Context: an optimization exercise on an open-source flow, tuned for small area, a short achievable clock period and few clock cycles. The choices shown serve that exercise and are no tape-out recipe. The RTL was checked by simulation tests, not by an equivalence proof against the original design. No activity file was given, so power comes from the tool's default toggle rates.

## design/flow/design.v

```verilog
module fc_crc8_step (
    input  wire [7:0] acc_in,
    input  wire [7:0] data,
    output wire [7:0] acc_out
);
    wire [7:0] x = acc_in ^ data;
    assign acc_out[0] = x[2] ^ x[4] ^ x[5];
    assign acc_out[1] = x[0] ^ x[3] ^ x[5] ^ x[6];
    assign acc_out[2] = x[0] ^ x[1] ^ x[4] ^ x[6] ^ x[7];
    assign acc_out[3] = x[0] ^ x[1] ^ x[4] ^ x[7];
    assign acc_out[4] = x[0] ^ x[1] ^ x[4];
    assign acc_out[5] = x[1] ^ x[2] ^ x[5];
    assign acc_out[6] = x[0] ^ x[2] ^ x[3] ^ x[6];
    assign acc_out[7] = x[1] ^ x[3] ^ x[4] ^ x[7];
endmodule
module fc_dec #(
    parameter CAP = 32
) (
    input  wire       clk,
    input  wire       rst,
    input  wire       clr,         
    input  wire       wr,          
    input  wire [7:0] wr_byte,
    output reg        acc,         
    input  wire       rd_next,     
    output wire [7:0] rd_data,     
    output wire       rd_ok,       
    output wire [7:0] avail,       
    output reg        open,
    output reg  [1:0] err,
    output reg  [5:0] total,
    output wire       done_ok
);
    localparam [7:0] START = 8'h02;
    localparam [7:0] END_  = 8'h04;
    localparam NB = CAP - 4;
    reg [7:0] buf_q [0:NB-1];
    reg [5:0] explen;
    reg [7:0] crc;
    reg [4:0] ridx;
    wire [7:0] crc_in = (total == 6'd1) ? 8'h00 : crc;
    wire [7:0] crc_nx;
    fc_crc8_step u_step (.acc_in(crc_in), .data(wr_byte), .acc_out(crc_nx));
    assign done_ok = !open && (err == 2'd0) && (total != 6'd0);
    assign rd_data = buf_q[ridx];
    assign rd_ok   = done_ok && ({1'b0, ridx} + 6'd4 < total);
    assign avail   = {2'b00, total} - 8'd4 - {3'b000, ridx};
    wire in_body = ({1'b0, total} + 7'd1 < {1'b0, explen});
    reg       n_open;
    reg [1:0] n_err;
    reg [5:0] n_total;
    reg [5:0] n_explen;
    reg       n_crc_we;
    reg       buf_we;
    always @(*) begin
        acc      = 1'b0;
        n_open   = open;
        n_err    = err;
        n_total  = total;
        n_explen = explen;
        n_crc_we = 1'b0;
        buf_we   = 1'b0;
        if (wr && err == 2'd0) begin
            if (!open) begin
                if (total == 6'd0 && wr_byte == START) begin
                    n_open  = 1'b1;
                    n_total = 6'd1;
                    acc     = 1'b1;
                end
            end else if (total == 6'd1) begin
                n_explen = wr_byte[5:0];
                if (wr_byte > CAP) begin
                    n_open = 1'b0;
                    n_err  = 2'd1;
                end else begin
                    n_total  = 6'd2;
                    n_crc_we = 1'b1;
                    acc      = 1'b1;
                end
            end else if (in_body) begin
                buf_we   = 1'b1;
                n_total  = total + 6'd1;
                n_crc_we = 1'b1;
                acc      = 1'b1;
            end else begin
                n_open  = 1'b0;
                n_total = total + 6'd1;
                if (wr_byte != END_ || total == 6'd2)
                    n_err = 2'd1;
                else if (crc != 8'h00)
                    n_err = 2'd2;
                else
                    acc = 1'b1;
            end
        end
    end
    integer k;
    always @(posedge clk) begin
        for (k = 0; k < NB; k = k + 1)
            if (buf_we && total == k + 2)
                buf_q[k] <= wr_byte;
    end
    always @(posedge clk) begin
        if (rst || clr) begin
            open   <= 1'b0;
            err    <= 2'd0;
            total  <= 6'd0;
            explen <= 6'd0;
            crc    <= 8'h00;
            ridx   <= 5'd0;
        end else begin
            open   <= n_open;
            err    <= n_err;
            total  <= n_total;
            explen <= n_explen;
            if (n_crc_we)
                crc <= crc_nx;
            if (rd_next)
                ridx <= ridx + 5'd1;
        end
    end
endmodule
module framing_core #(
    parameter CAP = 32
) (
    input  wire        clk,
    input  wire        rst,           
    input  wire        cmd_valid,
    input  wire [15:0] cmd_data,
    output wire        cmd_ready,
    output reg         resp_valid,
    output reg  [9:0]  resp_data,     
    output reg         ev_valid,
    output reg  [2:0]  ev_kind,       
    output reg  [23:0] ev_arg,
    input  wire        wait_done,
    input  wire        rx_valid,
    input  wire [7:0]  rx_data,
    input  wire        rx_last,
    input  wire        rx_empty,
    output wire        rx_ready
);
    localparam [7:0] START = 8'h02;
    localparam [7:0] END_  = 8'h04;
    localparam NB = CAP - 4;           
    localparam [2:0] EV_TXBEGIN = 3'd1, EV_TXWRITE = 3'd2, EV_TXEND = 3'd3,
                     EV_WAIT = 3'd4, EV_POLL = 3'd5;
    reg        rdy;
    reg        cv;
    reg [15:0] cq;
    wire [7:0] opc  = cq[15:8];
    wire [7:0] imm8 = cq[7:0];
    assign cmd_ready = rdy;
    wire take = cmd_valid && rdy;
    localparam [1:0] R_IDLE = 2'd0, R_TRIG = 2'd1, R_WDONE = 2'd2, R_RX = 2'd3;
    reg [1:0] rs;
    reg       eval;         
    wire req_busy = (rs != R_IDLE) || eval;
    wire ex = cv && !req_busy;
    reg legal;
    always @(*) begin
        case (opc)
            8'h11, 8'h12, 8'h21, 8'h31, 8'h40, 8'h41, 8'h42, 8'h43, 8'h44:
                legal = 1'b1;
            8'h10, 8'h13, 8'h20, 8'h22, 8'h23, 8'h24, 8'h25,
            8'h30, 8'h32, 8'h33, 8'h34, 8'h35, 8'h36, 8'h37,
            8'h45, 8'h46, 8'h47, 8'h48:
                legal = (imm8 == 8'h00);
            default:
                legal = 1'b0;
        endcase
    end
    wire exl = ex && legal;
    reg  [7:0] crc_acc;
    wire [7:0] crc_nx;
    fc_crc8_step u_crc (.acc_in(opc[0] ? 8'h00 : crc_acc), .data(imm8), .acc_out(crc_nx));
    reg [7:0] enc_buf [2:NB+1];
    reg       eopen;
    reg [4:0] ew;
    reg [5:0] ecur;
    reg [7:0] ecrc;
    wire [7:0] ecrc_nx;
    fc_crc8_step u_ecrc (.acc_in(ecrc), .data(imm8), .acc_out(ecrc_nx));
    wire [5:0] en = {1'b0, ew} + 6'd2;         
    reg  [7:0] klen;                           
    always @(*) begin
        case (ew)
        5'd2:  klen = 8'h61; 5'd3:  klen = 8'hff; 5'd4:  klen = 8'hd1; 5'd5:  klen = 8'h86;
        5'd6:  klen = 8'h3e; 5'd7:  klen = 8'h96; 5'd8:  klen = 8'h8b; 5'd9:  klen = 8'hef;
        5'd10: klen = 8'hff; 5'd11: klen = 8'hfb; 5'd12: klen = 8'h32; 5'd13: klen = 8'h6a;
        5'd14: klen = 8'h8a; 5'd15: klen = 8'hde; 5'd16: klen = 8'hd1; 5'd17: klen = 8'h85;
        5'd18: klen = 8'h7e; 5'd19: klen = 8'h85; 5'd20: klen = 8'hc1; 5'd21: klen = 8'h5f;
        5'd22: klen = 8'h21; 5'd23: klen = 8'hea; 5'd24: klen = 8'h38; 5'd25: klen = 8'hd1;
        5'd26: klen = 8'hae; 5'd27: klen = 8'hd7; 5'd28: klen = 8'he7; 5'd29: klen = 8'h5e;
        5'd30: klen = 8'h8a;
        default: klen = 8'h00;
        endcase
    end
    wire       ew_ok   = (ew < CAP - 2);
    wire       erd_ok  = !eopen && (ecur < en);
    reg  [7:0] erd_byte;
    always @(*) begin
        if (ecur == 6'd0)                 erd_byte = START;
        else if (ecur == 6'd1)            erd_byte = {2'b00, en};
        else if (ecur < {1'b0, ew})       erd_byte = enc_buf[ecur[4:0]];
        else if (ecur == {1'b0, ew})      erd_byte = ecrc;
        else                              erd_byte = END_;
    end
    wire [5:0] eavail = en - ecur;
    wire       dec_clr = exl && (opc == 8'h30);
    wire       dec_wr  = exl && (opc == 8'h31);
    wire       dec_rd  = exl && (opc == 8'h33);
    wire       dec_acc, dec_rd_ok, dec_open, dec_done_ok;
    wire [7:0] dec_rd_data, dec_avail;
    wire [1:0] dec_err;
    wire [5:0] dec_total;
    fc_dec #(.CAP(CAP)) u_dec (
        .clk(clk), .rst(rst), .clr(dec_clr),
        .wr(dec_wr), .wr_byte(imm8), .acc(dec_acc),
        .rd_next(dec_rd && dec_rd_ok), .rd_data(dec_rd_data), .rd_ok(dec_rd_ok),
        .avail(dec_avail), .open(dec_open), .err(dec_err), .total(dec_total),
        .done_ok(dec_done_ok)
    );
    reg [7:0]  req_addr, req_resplen, req_maxatt, req_left;
    reg [15:0] req_delay;
    reg [2:0]  req_status;
    reg [2:0]  trig_i;
    reg [23:0] wacc;            
    reg [1:0]  aph;             
    reg        acy;
    reg        bv, bl, be;
    reg [7:0]  bd;
    assign rx_ready = 1'b1;
    reg        rdec_clr_ev;
    wire       rdec_clr = (exl && opc == 8'h45) || rdec_clr_ev;
    wire       rdec_wr  = (rs == R_RX) && bv && !be;
    wire       rdec_rd  = exl && (opc == 8'h48);
    wire       rdec_acc, rdec_rd_ok, rdec_open, rdec_done_ok;
    wire [7:0] rdec_rd_data, rdec_avail;
    wire [1:0] rdec_err;
    wire [5:0] rdec_total;
    wire       rx_ok = (req_status == 3'd1);     
    fc_dec #(.CAP(CAP)) u_rdec (
        .clk(clk), .rst(rst), .clr(rdec_clr),
        .wr(rdec_wr), .wr_byte(bd), .acc(rdec_acc),
        .rd_next(rdec_rd && rx_ok && rdec_rd_ok), .rd_data(rdec_rd_data), .rd_ok(rdec_rd_ok),
        .avail(rdec_avail), .open(rdec_open), .err(rdec_err), .total(rdec_total),
        .done_ok(rdec_done_ok)
    );
    reg       r_f;
    reg [7:0] r_d;
    always @(*) begin
        r_f = 1'b1;
        r_d = 8'h00;
        case (opc)
        8'h11, 8'h12: r_d = crc_nx;
        8'h13: r_d = crc_acc;
        8'h21: r_f = eopen && ew_ok;
        8'h22: begin r_f = eopen; r_d = eopen ? {2'b00, en} : 8'h00; end
        8'h23: r_d = eopen ? 8'h00 : {2'b00, eavail};
        8'h24: begin r_f = erd_ok; r_d = erd_ok ? erd_byte : 8'h00; end
        8'h25: r_d = {2'b00, en};
        8'h31: r_f = dec_acc;
        8'h32: r_d = dec_done_ok ? dec_avail : 8'h00;
        8'h33: begin r_f = dec_rd_ok; r_d = dec_rd_ok ? dec_rd_data : 8'h00; end
        8'h34: r_d = {7'd0, dec_open};
        8'h35: r_d = {7'd0, dec_err != 2'd0};
        8'h36: r_d = {6'd0, dec_err};
        8'h37: r_d = {2'b00, dec_total};
        8'h46: r_d = {5'd0, req_status};
        8'h47: r_d = rx_ok ? rdec_avail : 8'h00;
        8'h48: begin
            r_f = rx_ok && rdec_rd_ok;
            r_d = (rx_ok && rdec_rd_ok) ? rdec_rd_data : 8'h00;
        end
        default: ;
        endcase
    end
    wire start_req = exl && (opc == 8'h45);
    reg  busy_nx;
    always @(*) begin
        busy_nx = req_busy;
        if (start_req)
            busy_nx = (req_maxatt != 8'd0);
        if (eval) begin
            busy_nx = !rdec_done_ok && (req_left != 8'd1);
        end
        if (rs == R_RX && bv && be)
            busy_nx = 1'b0;
    end
    wire cv_nx = take || (cv && !ex);
    integer k;
    always @(posedge clk) begin
        for (k = 2; k < NB + 2; k = k + 1)
            if (exl && opc == 8'h21 && eopen && ew_ok && ew == k)
                enc_buf[k] <= imm8;
    end
    always @(posedge clk) begin
        resp_valid  <= 1'b0;
        ev_valid    <= 1'b0;
        rdec_clr_ev <= 1'b0;
        bv <= rx_valid && (rs == R_RX);
        bd <= rx_data;
        bl <= rx_last;
        be <= rx_empty;
        if (rst) begin
            rdy        <= 1'b1;
            cv         <= 1'b0;
            cq         <= 16'h0000;
            rs         <= R_IDLE;
            eval       <= 1'b0;
            crc_acc    <= 8'h00;
            eopen      <= 1'b1;
            ew         <= 5'd2;
            ecur       <= 6'd0;
            ecrc       <= 8'h00;
            req_addr   <= 8'd0;
            req_resplen <= 8'd0;
            req_delay  <= 16'd0;
            req_maxatt <= 8'd0;
            req_left   <= 8'd0;
            req_status <= 3'd0;
            trig_i     <= 3'd0;
            aph        <= 2'd0;
            acy        <= 1'b0;
            bv         <= 1'b0;
        end else begin
            rdy <= !(cv_nx && busy_nx);
            cv  <= cv_nx;
            if (take)
                cq <= cmd_data;
            case (aph)
            2'd1: begin {acy, wacc[7:0]} <= {1'b0, wacc[7:0]} + {1'b0, req_delay[7:0]}; aph <= 2'd2; end
            2'd2: begin {acy, wacc[15:8]} <= {1'b0, wacc[15:8]} + {1'b0, req_delay[15:8]} + {8'd0, acy}; aph <= 2'd3; end
            2'd3: begin wacc[23:16] <= wacc[23:16] + {7'd0, acy}; aph <= 2'd0; end
            default: ;
            endcase
            if (ex) begin
                resp_valid <= 1'b1;
                resp_data  <= legal ? {1'b0, r_f, r_d} : {1'b1, 1'b0, 8'h00};
            end
            if (exl) begin
                case (opc)
                8'h10: crc_acc <= 8'h00;
                8'h11, 8'h12: crc_acc <= crc_nx;
                8'h20: begin eopen <= 1'b1; ew <= 5'd2; ecrc <= 8'h00; end
                8'h21: if (eopen && ew_ok) begin ew <= ew + 5'd1; ecrc <= ecrc_nx; end
                8'h22: if (eopen) begin eopen <= 1'b0; ecur <= 6'd0; ecrc <= ecrc ^ klen; end
                8'h24: if (erd_ok) ecur <= ecur + 6'd1;
                8'h40: req_addr    <= imm8;
                8'h41: req_resplen <= imm8;
                8'h42: req_delay[7:0]  <= imm8;
                8'h43: req_delay[15:8] <= imm8;
                8'h44: req_maxatt  <= imm8;
                8'h45: begin
                    req_left   <= req_maxatt;
                    wacc       <= {8'd0, req_delay};
                    aph        <= 2'd0;
                    if (req_maxatt == 8'd0) begin
                        req_status <= 3'd4;
                        resp_data  <= {1'b0, 1'b0, 8'h04};
                    end else begin
                        req_status <= 3'd0;
                        resp_valid <= 1'b0;
                        ev_valid   <= 1'b1;
                        ev_kind    <= EV_TXBEGIN;
                        ev_arg     <= {16'd0, req_addr};
                        trig_i     <= 3'd1;
                        rs         <= R_TRIG;
                    end
                end
                default: ;
                endcase
            end
            case (rs)
            R_TRIG: begin
                ev_valid <= 1'b1;
                trig_i   <= trig_i + 3'd1;
                case (trig_i)
                3'd1: begin ev_kind <= EV_TXWRITE; ev_arg <= {16'd0, START}; end
                3'd2: begin ev_kind <= EV_TXWRITE; ev_arg <= 24'h000004; end
                3'd3: begin ev_kind <= EV_TXWRITE; ev_arg <= 24'h000061; end
                3'd4: begin ev_kind <= EV_TXWRITE; ev_arg <= {16'd0, END_}; end
                3'd5: begin ev_kind <= EV_TXEND;   ev_arg <= 24'd0; end
                default: begin
                    ev_kind <= EV_WAIT;
                    ev_arg  <= wacc;
                    aph     <= 2'd1;
                    rs      <= R_WDONE;
                end
                endcase
            end
            R_WDONE: begin
                ev_kind <= EV_POLL;
                ev_arg  <= {8'd0, req_addr, req_resplen};
                if (wait_done) begin
                    ev_valid <= 1'b1;
                    rs       <= R_RX;
                end
            end
            R_RX: begin
                if (bv) begin
                    if (be) begin
                        req_status <= 3'd2;
                        resp_valid <= 1'b1;
                        resp_data  <= {1'b0, 1'b0, 8'h02};
                        rs         <= R_IDLE;
                    end else if (bl) begin
                        eval <= 1'b1;
                        rs   <= R_IDLE;
                    end
                end
            end
            default: ;
            endcase
            if (eval) begin
                eval <= 1'b0;
                if (rdec_done_ok) begin
                    req_status <= 3'd1;
                    resp_valid <= 1'b1;
                    resp_data  <= {1'b0, 1'b1, 8'h01};
                end else begin
                    req_left <= req_left - 8'd1;
                    if (rdec_err != 2'd0)
                        rdec_clr_ev <= 1'b1;
                    if (req_left == 8'd1) begin
                        req_status <= (rdec_err != 2'd0) ? 3'd3 : 3'd4;
                        resp_valid <= 1'b1;
                        resp_data  <= {1'b0, 1'b0, (rdec_err != 2'd0) ? 8'h03 : 8'h04};
                    end else if (rdec_err != 2'd0) begin
                        ev_valid <= 1'b1;
                        ev_kind  <= EV_TXBEGIN;
                        ev_arg   <= {16'd0, req_addr};
                        trig_i   <= 3'd1;
                        rs       <= R_TRIG;
                    end else begin
                        ev_valid <= 1'b1;
                        ev_kind  <= EV_WAIT;
                        ev_arg   <= wacc;
                        aph      <= 2'd1;
                        rs       <= R_WDONE;
                    end
                end
            end
        end
    end
endmodule
```

## design/flow/run.sh

```bash
#!/bin/bash
# synth_recipe.tcl (not shown) runs the flow's synth.tcl, then flattens the netlist and writes it again
# the make line also repeats each setting of config.mk as NAME=value (left out here)
make -C /OpenROAD-flow-scripts/flow DESIGN_CONFIG=/design/flow/config.mk WORK_HOME=/design/flow/orfs CLKGATE_MAP_FILE= SYNTH_SCRIPT=/design/flow/synth_recipe.tcl finish
```

## design/flow/config.mk

```make
export PLATFORM = sky130hd
export DESIGN_NAME = framing_core
export DESIGN_NICKNAME = framing_core
export VERILOG_FILES = /design/flow/design.v
export SDC_FILE = /design/flow/constraint.sdc
export NUM_CORES = 4
export LEC_CHECK = 0
export CAP_MARGIN = 20
export CORE_MARGIN = 2
export CORE_UTILIZATION = 40
export SLEW_MARGIN = 20
```

## design/flow/constraint.sdc

```tcl
create_clock -name core_clock -period 8.0 [get_ports {clk}]
set_input_delay 1.6000 -clock core_clock [delete_from_list [all_inputs] [get_ports {clk}]]
set_output_delay 1.6000 -clock core_clock [all_outputs]
set_load 0.01 [all_outputs]
```

==> key figures, run 1 <==
Logic synthesis
  • Number of synthesized flops with an enable pin: ~730
  • Yosys top cell by area: edfxtp_1
  • Ys Warns: 20
  • Top FF cell, synth: edfxtp_1
  • Sequential fraction of the synthesis area: 0.602
  • FF+latch count, synth: approximately 900
  • Post-synth cell types: 100
  • Top cells by count, synth: edfxtp_1 (733), nand2_1 (301), nor2_1 (258), dfxtp_1 (184), clkbuf_1 (151)
  • Count leader, synth: edfxtp_1
  • Post-synth ARST share: 0
  • Cell area after synthesis: 42700 um^2
  • Share of the synthesized area in the top cell type: 0.516
  • Syn_nets: 3704
  • Post-Synthesis Cells: around 3500
  • Synthesized area per cell: 12.1 um^2
  • Top area cells in the synthesized netlist: edfxtp_1 (52%), dfxtp_1 (8.6%), ha_1 (3.8%)

CTS
  • Sink Count: around 920
  • Clk Latency, worst-skew pair: 0.71 ns
  • Clock Path Buffers: 3
  • CTS tree: done
  • CTS H-tree depth: 3
  • Setup bufs post-CTS: 0
  • CTS Buf Count: 95
  • Worst-path clk slew: roughly 0.060 ns
  • # hold bufs at CTS: 0
  • Root buf cell: clkbuf_16
  • Post-CTS sizing: 0

Floorplan
  • Die W: 331 um
  • Initial Util: 0.404
  • I/O pins: ~70
  • Rows: 119
  • Die Area: 109000 um^2
  • Core Box Area: about 110000 um^2
  • Chip Height: between 300 and 400 um

Power and ir drop
  • Leak: 16.6 nW
  • Switching Power: 2.26 mW
  • Clock share of power: 0.458
  • Switch share: 0.221
  • VDD IR max: between 0.2 and 0.25 mV
  • Reg power frac: 0.511
  • Cell Pwr Density: 212 nW/um^2
  • Internal Power: 7.97 mW
  • Comb pwr share: 0.031

Detailed routing
  • Avg WL per Cell: between 20 and 30 um
  • Total wire length: roughly 130 mm
  • Avg Vias per Cell: a little over 6
  • DR pass1 iterations: 6
  • Initial drt markers: 4563
  • DRC: 0
  • Vias: between 30000 and 40000
  • Routed Antenna Nets: 0

Finish
  • Final core utilization: 0.456
  • N_diodes: 0
  • Final #Nets: 3723
  • Layout cell share with drive strength beyond 1: 0.0904
  • Layout Area Growth over Synthesis: 12.9%
  • Filler cells: 9537

Hold path
  • Hold Path Class: flop to flop

STA
  • Slew headroom: 0.228
  • Hold Vio Cnt, Final: 0
  • Clk_skew: ~0.061 ns
  • Final setup violation count: 0
  • Worst slew pin tran: approximately 1.1 ns
  • RSZ-0062 raised after global routing: false
  • Final TNS setup: 0 ns
  • Min setup slack post-route: about 3.5 ns
  • Final Max Slew Viols: 0
  • Minimum clock period: roughly 4.5 ns
  • Period Utilization, post-route: 0.568
  • Fmax: approximately 0.22 GHz
  • WHS: approximately 0.45 ns

Status
  • Status: timing/DRC/antenna clean

Worst setup path
  • Crit-path max FO: 27
  • Flop2flop setup slack: 3.46 ns
  • Startpoint Class: flop
  • WP data required: 8.32 ns
  • WP data arrival: 4.87 ns
  • Crit. End Element: flop
  • Critical path class: flop to flop

Placement
  • DP HPWL: 86.5 mm
  • Place WS: approximately 3.5 ns
  • Placer Congestion: between 0.9 and 1
  • Port-buffer cells: 70

GRT
  • Largest net degree at the start of global routing: between 70 and 80
  • Gr usage total: 0.240
  • GRT Residual Overflow: 0
  • Vias in the first global route: about 30000
  • Initial antenna violation count: 2
  • Global-route wire length before repair: approximately 200 mm

Job
  • Max-cap viol count: 0
## worst paths after layout
kind,endpoint,startpoint,cells past startpoint
worst max-delay path,enc_buf[21][7]$_DFFE_PP_,cq[8]$_SDFFE_PP0P_,7
worst min-delay path,eval$_SDFF_PP0_,bl$_DFF_P_,2
worst max register to register,enc_buf[21][7]$_DFFE_PP_,cq[8]$_SDFFE_PP0P_,7
worst min register to register,eval$_SDFF_PP0_,bl$_DFF_P_,2
## power groups by stage
stage | sequential (mW) | combinational [mW] | clock [mW]
finish | 5.23 | 0.313 | 4.69
global route | 5.23 | 0.337 | 4.92
CTS | 5.22 | 0.311 | 4.73
detailed placement | 5.33 | 0.310 | 0
global placement | 5.33 | 0.310 | 0
floorplan | 5.32 | 0.163 | 0
## layout by cell type (no fill, tap or decap), types with 12 or more instances in the layout
master	instances
xor2_1	55
inv_1	107
edfxtp_1	733
xnor2_1	97
a21o_1	12
a211oi_1	32
buf_4	67
mux2_2	30
a222oi_1	43
clkbuf_1	13
nor2b_1	38
ha_1	127
clkbuf_16	96
nand4_1	33
and3_1	79
clkdlybuf4s50_1	69
a22o_1	62
nor3_1	48
clkinv_2	24
a32oi_1	55
o22ai_1	12
nand2_1	301
o21a_1	19
a22oi_1	109
o21ai_0	123
nor4_1	20
mux2i_1	96
nand3_1	121
nor3b_1	12
a21oi_1	144
a32o_1	26
dfxtp_1	172
a221oi_1	35
a31oi_1	32
nor2_1	257
and2_1	26
o211ai_1	23
## critical path, stage by stage, from the launching register on
cell,delay [ns]
dfxtp_1,0.92
nor4bb_2,0.63
a22oi_1,0.21
nand4_1,0.22
o21ai_2,0.14
nand2_1,0.52
nand4_1,0.74
nor2_1,0.81
## registers in the layout (all words and copies together), names as in the netlist, 10 cells and up
register and flops:
resp_data 10, cq 16, ev_arg 24, req_delay 16, enc_buf 224, u_rdec.buf_q 224, u_dec.buf_q 224, wacc 24
## metrics by stage
step	std cells	area, um^2	total power [mW]
5_1_grt	5032	48200	10.5
4_1_cts	5031	48100	10.3
2_1_floorplan	3539	42700	5.49
3_3_place_gp	4851	44800	5.64
6_report	5032	48200	10.2
3_5_place_dp	4851	44800	5.64
## metal layers
metal	vias to the layer above	GRT usage	wire, um
li1	13593	-	-
met1	15167	0.341	55800
met5	-	0	15
met2	1755	0.368	59300
met3	302	0.0434	13100
met4	2	0.0858	4630
## layout make-up
cell class                      instances  area (um^2)  share of cell area
Clock buffer                          118         2570              0.0535
Clock inverter                         62          785              0.0163
Sequential cell                       917        25700               0.534
Tap cell                             1391         1740              0.0361
Multi-Input combinational cell       2294        15700               0.326
Inverter                              113          425             0.00883
Timing Repair Buffer                  137         1200              0.0249
## cell families after synthesis
| logic type | Yosys count | share of synthesized area |
|---|---|---|
| AOI/OAI and AO/OA | 852 | 0.146 |
| xor gates and xnor gates | 153 | 0.0317 |
| adders and majority gates | 134 | 0.0403 |
| buffers and inverters | 328 | 0.0305 |
| DFF | 917 | 0.602 |
| muxes | 127 | 0.0308 |
| other | 1 | 0.0000879 |
| and+or+nand+nor | 1027 | 0.119 |
Testbench counts, summed over its fixed seeds: cycles 21,164.
==> inputs of run 2 (changes only) <==
--- a/design/flow/config.mk
+++ b/design/flow/config.mk
@@ -8,4 +8,5 @@
 export CAP_MARGIN = 20
 export CORE_MARGIN = 2
 export CORE_UTILIZATION = 40
+export SETUP_SLACK_MARGIN = 4.5
 export SLEW_MARGIN = 20
==> key figures, run 2 <==
STA
  • Slew headroom: 0.297
  • Final Max Slew Viols: 0
  • Period Utilization, post-route: 0.455
  • Final TNS setup: 0 ns
  • RSZ-0062 raised after global routing: true
  • Hold Vio Cnt, Final: 0
  • Final setup violation count: 0
  • Minimum clock period: between 3 and 4 ns
  • Worst slew pin tran: 1.05 ns
  • Clk_skew: 0.0424 ns
  • Fmax: 0.275 GHz
  • Min setup slack post-route: between 4 and 5 ns

Placement
  • Place WS: about 3.4 ns
  • DP HPWL: about 86 mm
  • Post-DP Area: approximately 45000 um^2
  • Port-buffer cells: 70
  • Placer Congestion: approximately 0.97

Finish
  • Post-route cell area: 49200 um^2
  • N_diodes: 0
  • Multi-input logic area: about 17000 um^2
  • Final core utilization: 0.466
  • Layout cell share with drive strength beyond 1: 0.145
  • Final #Nets: roughly 3800
  • Layout Area Growth over Synthesis: 15.3%
  • Most frequent cells in the layout: edfxtp_1 (733), nand2_1 (297), nor2_1 (233)
  • Most common cell after layout, fill and taps aside: edfxtp_1
  • Largest registers: enc_buf (224), u_dec.buf_q (224), u_rdec.buf_q (224)
  • Filler cells: between 9000 and 10000
  • Seq. cell area: 25800 um^2

CTS
  • Sink Count: roughly 900
  • Clock Path Buffers: 3
  • CTS Buf Count: 95
  • Root buf cell: clkbuf_16
  • # hold bufs at CTS: 0
  • CTS tree: done
  • Clk Latency, worst-skew pair: roughly 0.71 ns
  • CTS H-tree depth: 3
  • Worst-path clk slew: about 0.060 ns

Status
  • Status: timing/DRC/antenna clean

Logic synthesis
  • Cell area after synthesis: around 43000 um^2
  • Sequential fraction of the synthesis area: 0.602
  • Top cells by count, synth: edfxtp_1 (733), nand2_1 (301), nor2_1 (258), dfxtp_1 (184), clkbuf_1 (151)
  • Ys Warns: 20
  • FF+latch count, synth: between 900 and 1000
  • Post-Synthesis Cells: around 3500
  • Syn_nets: around 3700
  • Number of synthesized flops with an enable pin: 733
  • Share of the synthesized area in the top cell type: 0.516
  • Top FF cell, synth: edfxtp_1
  • Count leader, synth: edfxtp_1
  • Top area cells in the synthesized netlist: edfxtp_1 (52%), dfxtp_1 (8.6%), ha_1 (3.8%)
  • Yosys top cell by area: edfxtp_1
  • Synthesized area per cell: approximately 12 um^2
  • Post-synth cell types: 100
  • Post-synth ARST share: 0

Power and ir drop
  • VDD IR max: between 0.15 and 0.2 mV
  • Cell Pwr Density: 205 nW/um^2
  • Leak: between 15 and 20 nW

Detailed routing
  • Vias: between 30000 and 40000
  • Avg WL per Cell: roughly 26 um
  • Avg Vias per Cell: ~6.1
  • Initial drt markers: around 3900
  • Total wire length: 134 mm
  • DR pass1 iterations: 8
  • Routed Antenna Nets: 0
  • DRC: 0

GRT
  • Initial antenna violation count: 1
  • Gr usage total: 0.241
  • Vias in the first global route: roughly 30000
  • Global-route wire length before repair: ~200 mm
  • GRT Residual Overflow: 0
  • Largest net degree at the start of global routing: 71

Floorplan
  • Die Area: approximately 110000 um^2
  • Core Box Area: roughly 110000 um^2
  • Die W: between 300 and 400 um
  • Initial Util: 0.404
  • I/O pins: 72
  • Chip Height: ~330 um
  • Rows: 119

Hold path
  • Hold path depth: 2
  • Hold Path Class: flop to flop

Worst setup path
  • WP data arrival: ~4 ns
  • Crit. End Element: flop
  • Critical path class: flop to flop
  • Crit-path max FO: 26
  • Startpoint Class: flop
  • R2R depth: 12
  • WP data required: 8.43 ns

Job
  • Max-cap viol count: 0
-- run 2: cell counts after synthesis --
Identical to the previous run, type by type.
-- run 2: stage by stage --
stage          std cells  total power, mW  hold WS [ns]
2_1_floorplan       3539             5.49         0.440
3_3_place_gp        4856             5.63         0.461
3_5_place_dp        4856             5.64         0.456
4_1_cts             5039             10.1         0.465
5_1_grt             5064             10.4         0.478
6_report            5064             10.1         0.465
-- run 2: logic make-up after synthesis --
group                    share of synthesized area
other                                    0.0000879
XOR/XNOR                                    0.0317
flip-flops                                   0.602
multiplexers                                0.0308
AND/OR/NAND/NOR                              0.119
buffers and inverters                       0.0305
AO/OA/AOI/OAI                                0.146
adder cells (fa/ha/maj)                     0.0403
-- run 2: final cells by class --
type,count,area share
sequential,917,0.523
multi-input combinational,2294,0.336
clock buffer,109,0.0498
tap,1391,0.0354
timing repair buffer,177,0.0313
clock inverter,63,0.0149
inverter,113,0.00946
-- run 2: path summary, 6_finish.rpt --
path	start	end	slack, ns
max	u_dec.ridx[0]$_SDFFE_PP0P_	resp_data[7]$_DFFE_PN_	4.36
min	bl$_DFF_P_	eval$_SDFF_PP0_	0.46
max reg2reg	u_dec.ridx[0]$_SDFFE_PP0P_	resp_data[7]$_DFFE_PN_	4.36
min reg2reg	bl$_DFF_P_	eval$_SDFF_PP0_	0.46
-- run 2: worst max-delay path, cell delays in order, from the launching register on --
cell and delay (ns):
dfxtp_2 0.40, inv_1 0.10, ha_1 0.20, buf_4 0.26
nor2b_1 0.20, buf_4 0.23, a32o_1 0.27, a221oi_1 0.25
nand4_1 0.29, a211oi_4 0.43, o2111ai_1 0.26, a211oi_2 0.38
a211oi_1 0.09
-- run 2: metal layers --
layer / GRT usage / part of all wire / vias to the layer above
met2: 0.375 / 0.46 / 1691
met1: 0.344 / 0.42 / 15276
met4: 0.0703 / 0.028 / 0
met3: 0.0423 / 0.094 / 250
met5: 0 / 0 / -
li1: - / - / 13669
-- run 2: what timing repair did --
action | in CTS | in global routing
gates resized for setup | 168 | 105
setup endpoints to repair | 804 | 577
endpoints found under the hold margin | 0 | 0
pin swaps | 14 | 25
setup buffers | 11 | 25
-- run 2: report_power, final --
| part | internal (mW) | switching, mW |
|---|---|---|
| clock network | 2.58 | 1.98 |
| registers | 5.17 | 0.0497 |
| logic | 0.116 | 0.212 |
| total | 7.86 | 2.24 |

separate check: timing with driven ports:
The results above use ideal ports. As a check the final layouts listed here were re-extracted and re-timed, cells and wires unchanged. Step 1, drivers: a clkbuf_16 drives clk and a buf_2 each remaining input, both assumed. Step 2 also shifts input and output timing later by t, the mid clock arrival at the registers, as if the neighbouring blocks saw the same clock. Slacks: ideal ports / drivers / drivers and shift; pairs: ideal ports / drivers.
| run | shift t [ns] | setup WS [ns] | worst setup path at the end |
|---|---|---|---|
| run 1 | 0.744 | 3.455 / 3.455 / 3.455 | register to register |
| run 2 | 0.764 | 4.357 / 4.357 / 3.995 | input to register |
After both steps every run listed still meets setup and hold. The setup slack of run 2, which loses most, moves by 0.000 ns with the drivers and by -0.362 ns with both steps.
